Context: an optimization exercise on an open-source flow, tuned for small area, a short achievable clock period and few clock cycles. The choices shown serve that exercise and are no tape-out recipe. No activity file was given, so power comes from the tool's default toggle rates.

lane 1:
// lhb_rx
module lhb_rx #(
    parameter FRAME_CAP = 100            
) (
    input  wire        clk,
    input  wire        rst,              
    input  wire        rx_valid,
    input  wire [7:0]  rx_data,
    output wire        rx_ready,
    output wire        m_valid,
    output wire [7:0]  m_data,
    output wire        m_last,
    output wire        m_empty,          
    input  wire        m_ready,
    output wire        e_valid,
    output wire [3:0]  e_code,
    output wire [7:0]  e_arg,
    output wire [15:0] e_len,
    output wire [3:0]  e_stat,
    input  wire        e_ready
);
Size: about 1,400 cells after synthesis, ~22,000 sq um of cells after synthesis.
==> flow/config.mk <==
export PLATFORM = sky130hd
export DESIGN_NAME = lhb_rx
export DESIGN_NICKNAME = lhb_rx
export VERILOG_FILES = /design/flow/design.v
export SDC_FILE = /design/flow/constraint.sdc
export NUM_CORES = 4
export LEC_CHECK = 0
export CAP_MARGIN = 20
export CORE_MARGIN = 2
export CORE_UTILIZATION = 70
export CTS_CLUSTER_DIAMETER = 100
export CTS_CLUSTER_SIZE = 30
export PLACE_DENSITY = 0.85
export SLEW_MARGIN = 20
==> flow/constraint.sdc <==
create_clock -name core_clock -period 10.0 [get_ports {clk}]
set_input_delay 2.0000 -clock core_clock [delete_from_list [all_inputs] [get_ports {clk}]]
set_output_delay 2.0000 -clock core_clock [all_outputs]
set_load 0.01 [all_outputs]
standard.sh (not shown) runs the stock make flow with config.mk's settings and CLKGATE_MAP_FILE= SYNTH_SCRIPT=/design/flow/synth_recipe.tcl, a recipe that flattens the netlist after the stock synthesis.
==> flow/flow/run.sh <==
#!/bin/bash
# Layout flow: the standard ORFS flow, with the input and output port
# buffers inserted as sky130_fd_sc_hd__buf_2 instead of the default cell.
set -euo pipefail
export BUFFER_PORTS_ARGS="-buffer_cell sky130_fd_sc_hd__buf_2"
export SETUP_SLACK_MARGIN=6.9
bash standard.sh finish > standard_flow.log 2>&1
Lane 1 finished all stages; the layout is clean.
For lane 2, these inputs were changed with respect to lane 1:
diff --git a/flow/flow/run.sh b/flow/flow/run.sh
--- a/flow/flow/run.sh
+++ b/flow/flow/run.sh
@@ -5,3 +5,2 @@
 export BUFFER_PORTS_ARGS="-buffer_cell sky130_fd_sc_hd__buf_2"
-export SETUP_SLACK_MARGIN=6.9
 bash standard.sh finish > standard_flow.log 2>&1
Notes after the runs:
Maximum vdd ir drop improves in lane 2 relative to lane 1. Sort lane 1 and lane 2 by cell depth of the worst flop-to-flop path asc -> top: lane 1. Of the two values seen for cell at the slowest stage of the critical path, nor4_1 was produced by lane 2 and edfxtp_1 by lane 1. The maximum clock frequency of lane 2 is lower than that of lane 1. Between lane 1 and lane 2, the flow reports clock tree buffer count of the final layout decreasing by a few percent. Relative to lane 1, lane 2 improves global-route wire length before repair. Of lane 1 and lane 2, the higher data required time at the worst endpoint belongs to lane 2. | critical-path maximum fanout | lane 2 vs lane 1 | 16 higher |. Lane 2 vs. lane 1: global placement routability congestion lost 9.6%; worst setup slack before clock tree synthesis lost 390 ps; worst setup slack lost 480 ps; utilization lost 1.0 points. Run comparison: lane 1 critical path startpoint ea_q[5]; lane 2 critical path startpoint rx_data[1].
No functional check of the RTL was part of any run of this note.

P:
The RTL this note starts from:
==> flow/design.v <==
module lhb_rx #(
    parameter FRAME_CAP = 100            
) (
    input  wire        clk,
    input  wire        rst,              
    input  wire        rx_valid,
    input  wire [7:0]  rx_data,
    output wire        rx_ready,
    output wire        m_valid,
    output wire [7:0]  m_data,
    output wire        m_last,
    output wire        m_empty,          
    input  wire        m_ready,
    output wire        e_valid,
    output wire [3:0]  e_code,
    output wire [7:0]  e_arg,
    output wire [15:0] e_len,
    output wire [3:0]  e_stat,
    input  wire        e_ready
);
    localparam RD_TAP   = FRAME_CAP - 1;     
    localparam RING_LEN = FRAME_CAP + 1;     
    localparam SW       = 7;                 
    localparam BQ_N     = 3;                 
    localparam [1:0] E_FRAME_OVERFLOW = 2'd1;
    localparam [1:0] E_SYNC_LOST      = 2'd2;
    localparam [1:0] E_DECODE_ERROR   = 2'd3;
    localparam [1:0] S_SEEK_START = 2'd0,
                     S_ACC        = 2'd1,
                     S_SEEK_END   = 2'd2;
    localparam [1:0] R_SEP  = 2'd0,          
                     R_PEND = 2'd1,          
                     R_BODY = 2'd2,          
                     R_SKIP = 2'd3;          
    reg  [8*RING_LEN-1:0] ring;
    wire [7:0] ring_last = ring[8*RING_LEN-1 -: 8];
    wire [7:0] rd_x      = ring[8*RD_TAP+7 -: 8];       
    wire [7:0] rd_nx     = ring[8*(RD_TAP-1)+7 -: 8];   
    reg        rdy_q;                    
    reg        ib_v;                     
    reg        ib_z;                     
    reg [7:0]  ib_d;
    reg [1:0]  ws;                       
    reg [6:0]  flen;                     
    reg [6:0]  wblk;                     
    reg        live;                     
    reg        wrapped;                  
    reg [SW-1:0] ostage;                 
    reg [SW-1:0] nstage;                 
    reg [1:0]  rmode;
    reg [6:0]  rblk;                     
    reg [5:0]  wseq, rseq;
    reg [6*BQ_N-1:0] bq;
    reg [BQ_N-1:0]   bq_v;               
    reg        rz_x, rz_nx;              
    reg        mv_q, ml_q, me_q;
    reg [7:0]  md_q;
    reg        ev_q;
    reg [1:0]  ec_q;
    reg        es_q;
    reg [7:0]  ea_q;
    reg [6:0]  el_q;
    assign rx_ready = rdy_q;
    assign m_valid  = mv_q;
    assign m_data   = md_q;
    assign m_last   = ml_q;
    assign m_empty  = me_q;
    assign e_valid  = ev_q;
    assign e_code   = {2'b00, ec_q};
    assign e_arg    = ea_q;
    assign e_len    = {9'd0, el_q};
    assign e_stat   = {es_q, 3'b000};
    function [SW-1:0] inc_stage(input [SW-1:0] s);
        inc_stage = (s == RING_LEN-1) ? {SW{1'b0}} : s + 1'b1;
    endfunction
    wire midframe  = (ws == S_ACC) && (flen != 0);
    wire o_top     = (ostage == RING_LEN-1);
    wire n_top     = (nstage == RING_LEN-1);
    wire slot_free = !live || (!o_top && !wrapped);
    wire contig    = (nstage == 0);
    wire bq_full   = bq_v[BQ_N-1];
    wire blk_end   = (wblk == 7'd1);
    wire c_sync_lost = (ws == S_SEEK_START) && !ib_z;
    wire c_first     = (ws == S_ACC) && (flen == 0) && !ib_z;
    wire c_end       = midframe && ib_z;
    wire c_data      = midframe && !ib_z && (flen != FRAME_CAP);
    wire c_overflow  = midframe && !ib_z && (flen == FRAME_CAP);
    wire c_dec_err   = c_end && !blk_end;
    wire need_err    = c_sync_lost || c_dec_err || c_overflow;
    wire c_bad       = c_dec_err || c_overflow;
    wire w_ok = (!need_err || !ev_q) &&
                (!c_first || slot_free) &&
                (!midframe || ib_z || (slot_free && contig)) &&
                (!c_end || (slot_free && contig)) &&
                (!c_bad || !bq_full);
    wire w_take = ib_v && w_ok;
    wire wr_body = w_take && (c_first || c_data);
    wire wr_term = w_take && (c_end || c_overflow);
    wire wr_fill = !midframe && slot_free;
    wire wrote   = wr_body || wr_term || wr_fill;
    wire v_push  = wr_term;
    wire v_bad   = w_take && c_bad;
    wire e_raise = w_take && need_err;
    wire [6:0] blk_load = ib_d[7] ? 7'h7F : ib_d[6:0];
    wire at_tap  = live && (ostage == RD_TAP);
    wire x_zero  = rz_x;
    wire nx_zero = rz_nx;
    wire v_have  = (wseq != rseq);
    wire v_good  = !(bq_v[0] && bq[5:0] == rseq);
    wire r_one   = (rmode == R_SEP) && !x_zero && nx_zero;    
    wire r_need  = r_one || (rmode == R_PEND);                
    wire r_emit  = (r_need && v_good) || (rmode == R_BODY);
    wire r_nx_ok = !((rmode == R_SEP) && !x_zero && (nstage == RD_TAP));   
    wire r_can   = at_tap && (!r_need || v_have) && r_nx_ok;
    wire out_ok  = !mv_q || m_ready;
    wire r_take  = r_can && (!r_emit || out_ok);
    wire v_pop   = r_can && r_need && (!v_good || out_ok);
    wire bq_pop  = r_can && r_need && !v_good;
    wire last_one  = (ostage == nstage);           
    wire live_d    = wrote || (live && !(r_take && last_one));
    wire [SW-1:0] ostage_d = (!live || (r_take && last_one)) ? {SW{1'b0}} :
                             r_take ? ostage : inc_stage(ostage);
    wire [SW-1:0] nstage_d = wrote ? {SW{1'b0}} : inc_stage(nstage);
    wire wrapped_d = !n_top && (wrapped || (live && o_top));
    wire [BQ_N-1:0] bq_v_d = bq_pop ? ({1'b0, bq_v[BQ_N-1:1]} | (v_bad ? bq_v : {BQ_N{1'b0}}))
                                    : v_bad ? {bq_v[BQ_N-2:0], 1'b1} : bq_v;
    wire free_c  = !(live && (ostage == RING_LEN-2) && !r_take) && !wrapped_d;
    wire wrote_c = slot_free && (!midframe || (ib_v && contig && !ev_q && !bq_full));
    wire cont_c  = wrote_c || n_top;
    wire ev_c    = (ib_v && need_err) || (ev_q && !e_ready);
    wire bq_c    = !bq_full && !(bq_v[BQ_N-2] && ib_v && midframe &&
                                 (ib_z ? !blk_end : (flen == FRAME_CAP)));
    wire rdy_d   = free_c && cont_c && !ev_c && bq_c;
    wire ev_d    = e_raise || (ev_q && !e_ready);
    always @(posedge clk) begin
        ring  <= {ring[8*(RING_LEN-1)-1:0],
                  wrote ? (wr_body ? ib_d : 8'h00) : ring_last};
        rz_x  <= (ring[8*(RD_TAP-1)+7 -: 8] == 8'h00);
        rz_nx <= (ring[8*(RD_TAP-2)+7 -: 8] == 8'h00);
    end
    always @(posedge clk) begin
        ostage <= ostage_d;
        nstage <= nstage_d;
        if (w_take && (c_first || c_data))
            flen <= flen + 1'b1;
        else if (ws == S_SEEK_START)
            flen <= 7'd0;
        if (w_take && (c_first || (c_data && blk_end)))
            wblk <= blk_load;
        else if (w_take && c_data)
            wblk <= wblk - 1'b1;
        if (r_take && (rmode == R_SEP || rblk == 7'd1))
            rblk <= rd_x[6:0];
        else if (r_take)
            rblk <= rblk - 1'b1;
    end
    always @(posedge clk) begin
        if (w_take || !ib_v) begin
            ib_d <= rx_data;
            ib_z <= (rx_data == 8'h00);
        end
        if (bq_pop || v_bad) begin : bq_upd
            integer i;
            for (i = 0; i < BQ_N; i = i + 1)
                if (v_bad && (bq_pop ? (i == 0 ? bq_v[0] && !bq_v[1] : bq_v[i] && (i == BQ_N-1 || !bq_v[i+1]))
                                     : (i == 0 ? !bq_v[0] : bq_v[i-1] && !bq_v[i])))
                    bq[6*i +: 6] <= wseq;
                else if (bq_pop)
                    bq[6*i +: 6] <= (i == BQ_N-1) ? 6'd0 : bq[6*(i+1) +: 6];
        end
        if (out_ok) begin
            md_q <= (rblk == 7'd1) ? 8'h00 : rd_x;
            ml_q <= nx_zero;
            me_q <= (rmode == R_SEP);
        end
        if (!ev_q) begin
            ec_q <= c_sync_lost ? E_SYNC_LOST : c_overflow ? E_FRAME_OVERFLOW : E_DECODE_ERROR;
            es_q <= c_dec_err;
            ea_q <= c_dec_err ? 8'h00 : ib_d;
            el_q <= c_sync_lost ? 7'd0 : c_overflow ? FRAME_CAP[6:0] : flen;
        end
    end
    always @(posedge clk) begin
        if (rst) begin
            rdy_q   <= 1'b1;
            ib_v    <= 1'b0;
            ws      <= S_SEEK_START;
            live    <= 1'b0;
            wrapped <= 1'b0;
            rmode   <= R_SEP;
            wseq    <= 6'd0;
            rseq    <= 6'd0;
            bq_v    <= {BQ_N{1'b0}};
            mv_q    <= 1'b0;
            ev_q    <= 1'b0;
        end else begin
            rdy_q   <= rdy_d;
            ib_v    <= (rx_valid && rdy_q) || (ib_v && !w_take);
            if (w_take) begin
                case (ws)
                S_SEEK_START: ws <= ib_z ? S_ACC : S_SEEK_END;
                S_SEEK_END:   if (ib_z) ws <= S_SEEK_START;
                default:      if (c_end) ws <= S_SEEK_START;
                              else if (c_overflow) ws <= S_SEEK_END;
                endcase
            end
            live    <= live_d;
            wrapped <= wrapped_d;
            if (r_take) begin
                case (rmode)
                R_SEP:   if (!x_zero && !nx_zero) rmode <= R_PEND;
                R_SKIP:  if (x_zero) rmode <= R_SEP;
                default: rmode <= (rmode == R_PEND && !v_good) ? R_SKIP :
                                  nx_zero ? R_SEP : R_BODY;
                endcase
            end
            if (v_push) wseq <= wseq + 1'b1;
            if (v_pop)  rseq <= rseq + 1'b1;
            bq_v <= bq_v_d;
            if (r_take && r_emit)
                mv_q <= 1'b1;
            else if (m_ready)
                mv_q <= 1'b0;
            ev_q <= ev_d;
        end
    end
endmodule
export LEC_CHECK = 0
export ABC_AREA = 1
export CAP_MARGIN = 20
export CORE_MARGIN = 2
export CORE_UTILIZATION = 70
export CTS_CLUSTER_DIAMETER = 80
export CTS_CLUSTER_SIZE = 24
export PLACE_DENSITY = 0.85
export SLEW_MARGIN = 20
create_clock -name core_clock -period 10.0 [get_ports {clk}]
run.sh (not shown) runs the stock make flow with config.mk's settings and CLKGATE_MAP_FILE= SYNTH_SCRIPT=/design/flow/synth_recipe.tcl, a recipe that flattens the netlist after the stock synthesis.
Stock flow here: none of the scripts above is used.
Input changes introduced in Q (baseline for comparison: P):
diff --git a/flow/config.mk b/flow/config.mk
--- a/flow/config.mk
+++ b/flow/config.mk
@@ -6,5 +6,4 @@
 export NUM_CORES = 4
 export LEC_CHECK = 0
-export ABC_AREA = 1
 export CAP_MARGIN = 20
 export CORE_MARGIN = 2
[summary]
- Higher clock network fraction of total power goes to Q over P.
- Data arrival time of the critical path came out higher on Q than on P.
- | reg2reg setup slack | Q vs P | worse |
- Power of P is on par with Q.
- The layout sequential cell count was comparable across P and Q.
- Of Q and P, it is Q that has the lower part of the total power dissipated in combinational logic.
- Higher count of clock-buffer cells in the layout among P and Q: Q
- Destination of the critical timing path = rblk[5]: Q; destination of the critical timing path = e_arg[6]: P
- On headroom to the max-slew limit: Q sits below P.
- Between Q and P, it is Q whose wire length is lower, by about 6%.
- Summary of the comparison: total power per unit cell area is higher in Q, relative to P.
- Re worst path setup slack after routing: P and Q aren't equal, and the higher value belongs to P.
The following lists how R was set up differently from Q:
==> flow/flow/run.sh (new file) <==
#!/bin/bash
# Layout flow: the standard ORFS flow, with the input and output port
# buffers inserted as sky130_fd_sc_hd__buf_2 instead of the default cell.
set -euo pipefail
export BUFFER_PORTS_ARGS="-buffer_cell sky130_fd_sc_hd__buf_2"
bash standard.sh finish > standard_flow.log 2>&1
==> flow/standard.sh (new file) <==
#!/bin/bash
# synth_recipe.tcl (not shown) runs the flow's synth.tcl, then flattens the netlist and writes it again
# the make line also repeats each setting of config.mk as NAME=value (left out here)
make -C /OpenROAD-flow-scripts/flow DESIGN_CONFIG=/design/flow/config.mk WORK_HOME=/design/flow/orfs CLKGATE_MAP_FILE= SYNTH_SCRIPT=/design/flow/synth_recipe.tcl "${@:-finish}"
removed: flow/run.sh
Notes after the runs:
- Q → R: fraction of power consumed by combinational cells lost 0.2 points; period utilization fell 3.7 points; headroom to the max-slew limit went up 2.5 points; worst setup slack increased 0.37 ns.
- R: full flow OK, the timing, DRC and antenna checks passed
- Compared with Q, in R antenna diode instance count saw an increase; global-route wire length before repair decreased 1.9%; design area shows a reduction of about 0.8%; clock distribution area overhead in the final layout saw little to no change.
Function was not checked in any run of this note: the RTL went through the layout flow alone.

Setup of main:
Another version of the RTL of lhb_rx (not shown whole).
==> flow/design.v (excerpt) <==
module lhb_rx #(
    parameter FRAME_CAP = 100            
) (
    input  wire        clk,
    input  wire        rst,              
    input  wire        rx_valid,
    input  wire [7:0]  rx_data,
    output wire        rx_ready,
    output wire        m_valid,
    output wire [7:0]  m_data,
    output wire        m_last,
    output wire        m_empty,          
    input  wire        m_ready,
    output wire        e_valid,
    output wire [3:0]  e_code,
    output wire [7:0]  e_arg,
    output wire [15:0] e_len,
    output wire [3:0]  e_stat,
    input  wire        e_ready
);
    localparam RD_TAP   = FRAME_CAP - 1;     
    localparam RING_LEN = FRAME_CAP + 1;     
    localparam SW       = 7;                 
    localparam BQ_N     = 3;                 
    localparam [1:0] E_FRAME_OVERFLOW = 2'd1;
    localparam [1:0] E_SYNC_LOST      = 2'd2;
    localparam [1:0] E_DECODE_ERROR   = 2'd3;
    localparam [1:0] S_SEEK_START = 2'd0,
                     S_ACC        = 2'd1,
                     S_SEEK_END   = 2'd2;
    localparam [1:0] R_SEP  = 2'd0,          
                     R_PEND = 2'd1,          
                     R_BODY = 2'd2,          
                     R_SKIP = 2'd3;          
    reg  [8*RING_LEN-1:0] ring;
    wire [7:0] ring_last = ring[8*RING_LEN-1 -: 8];
    wire [7:0] rd_x      = ring[8*RD_TAP+7 -: 8];       
    wire [7:0] rd_nx     = ring[8*(RD_TAP-1)+7 -: 8];   
    reg        rdy_q;                    
    reg        ib_v;                     
    reg        ib_z;                     
    reg [7:0]  ib_d;
    reg [1:0]  ws;                       
    reg [6:0]  flen;                     
    reg [6:0]  wblk;                     
    reg        live;                     
    reg        wrapped;                  
    reg [SW-1:0] ostage;                 
    reg [SW-1:0] nstage;                 
    reg [1:0]  rmode;
    reg [6:0]  rblk;                     
    reg [5:0]  wseq, rseq;
    reg [6*BQ_N-1:0] bq;
    reg [BQ_N-1:0]   bq_v;               
    reg        rz_x, rz_nx;              
    reg        mv_q, ml_q, me_q;
    reg [7:0]  md_q;
    reg        m1_v, m1_l, m1_e;
    reg [7:0]  m1_d;
    reg        ev_q;
    reg [1:0]  ec_q;
    reg        es_q;
    reg [7:0]  ea_q;
    reg [6:0]  el_q;
    assign rx_ready = rdy_q;
    assign m_valid  = mv_q;
  ...
clock: 10.0 ns
lec_check: 0
cap_margin: 20
core_margin: 2
core_utilization: 70
cts_cluster_diameter: 80
cts_cluster_size: 24
place_density: 0.85
slew_margin: 20
standard.sh (not shown) runs the stock make flow with config.mk's settings and CLKGATE_MAP_FILE= SYNTH_SCRIPT=/design/flow/synth_recipe.tcl, a recipe that flattens the netlist after the stock synthesis.
==> flow/flow/run.sh <==
#!/bin/bash
# Layout flow: the standard ORFS flow, with the input and output port
# buffers inserted as sky130_fd_sc_hd__buf_2 instead of the default cell.
set -euo pipefail
export BUFFER_PORTS_ARGS="-buffer_cell sky130_fd_sc_hd__buf_2"
bash standard.sh finish > standard_flow.log 2>&1
> inputs changed (main -> the feature branch)
==> flow/run.sh (new file) <==
#!/bin/bash
# synth_recipe.tcl (not shown) runs the flow's synth.tcl, then flattens the netlist and writes it again
# the make line also repeats each setting of config.mk as NAME=value (left out here)
make -C /OpenROAD-flow-scripts/flow DESIGN_CONFIG=/design/flow/config.mk WORK_HOME=/design/flow/orfs CLKGATE_MAP_FILE= SYNTH_SCRIPT=/design/flow/synth_recipe.tcl finish
removed: flow/flow/run.sh
removed: flow/standard.sh
==> run notes <==
Sort main and the feature branch by time the final worst path needs with I/O delays and setup, ascending, and the feature branch comes first.
Status: combinational group share of total power parity (the feature branch, main)
Compared with main, the feature branch shows a number of global-route vias before repair that is 31 higher.
Compare main and the feature branch | layout-stage area growth over the synthesis result higher: the feature branch
| power per standard cell area | the feature branch vs main | about 1% lower |
On part of the cycle the worst path needs, the feature branch tracks main almost exactly.
~same worst hold slack after final layout in main and the feature branch
The wire length of the first global-routing pass number comes out lower for main vs the feature branch.
No functional check of the RTL was part of any run of this note.

==> static timing again, ports no longer ideal <==
In the flow no input, the clock included, has a driving cell. The finished layouts below were timed again as built, in two steps.
Step 1 sets driving cells, clkbuf_16 on the clock port and buf_2 on the other inputs (assumed; they add their load-dependent delay and slew).
Step 2 times the ports against the registers' clock, not the clock port: input delays grow and output delays shrink by t, the midpoint of the rising clock arrivals with the driver on.
Slacks: ideal ports / drivers / drivers and shift; pairs: ideal ports / drivers.
run	t (ns)	slack for setup (ns)	worst data-port slew with drivers (ns)
lane 1	0.585	6.788 / 6.739 / 6.226	0.06
lane 2	0.604	6.307 / 6.341 / 5.737	0.07
P	0.610	6.446 / 6.396 / 6.198	0.04
Q	0.618	6.068 / 6.088 / 5.470	0.04
R	0.615	6.436 / 6.446 / 5.831	0.04
main	0.611	6.199 / 6.199 / 6.199	0.03
the feature branch	0.605	6.213 / 6.213 / 6.213	0.05
After both steps setup and hold are still met in every run listed. For R, which loses most, drivers alone change the setup slack by +0.010 ns; drivers and shift together by -0.605 ns.
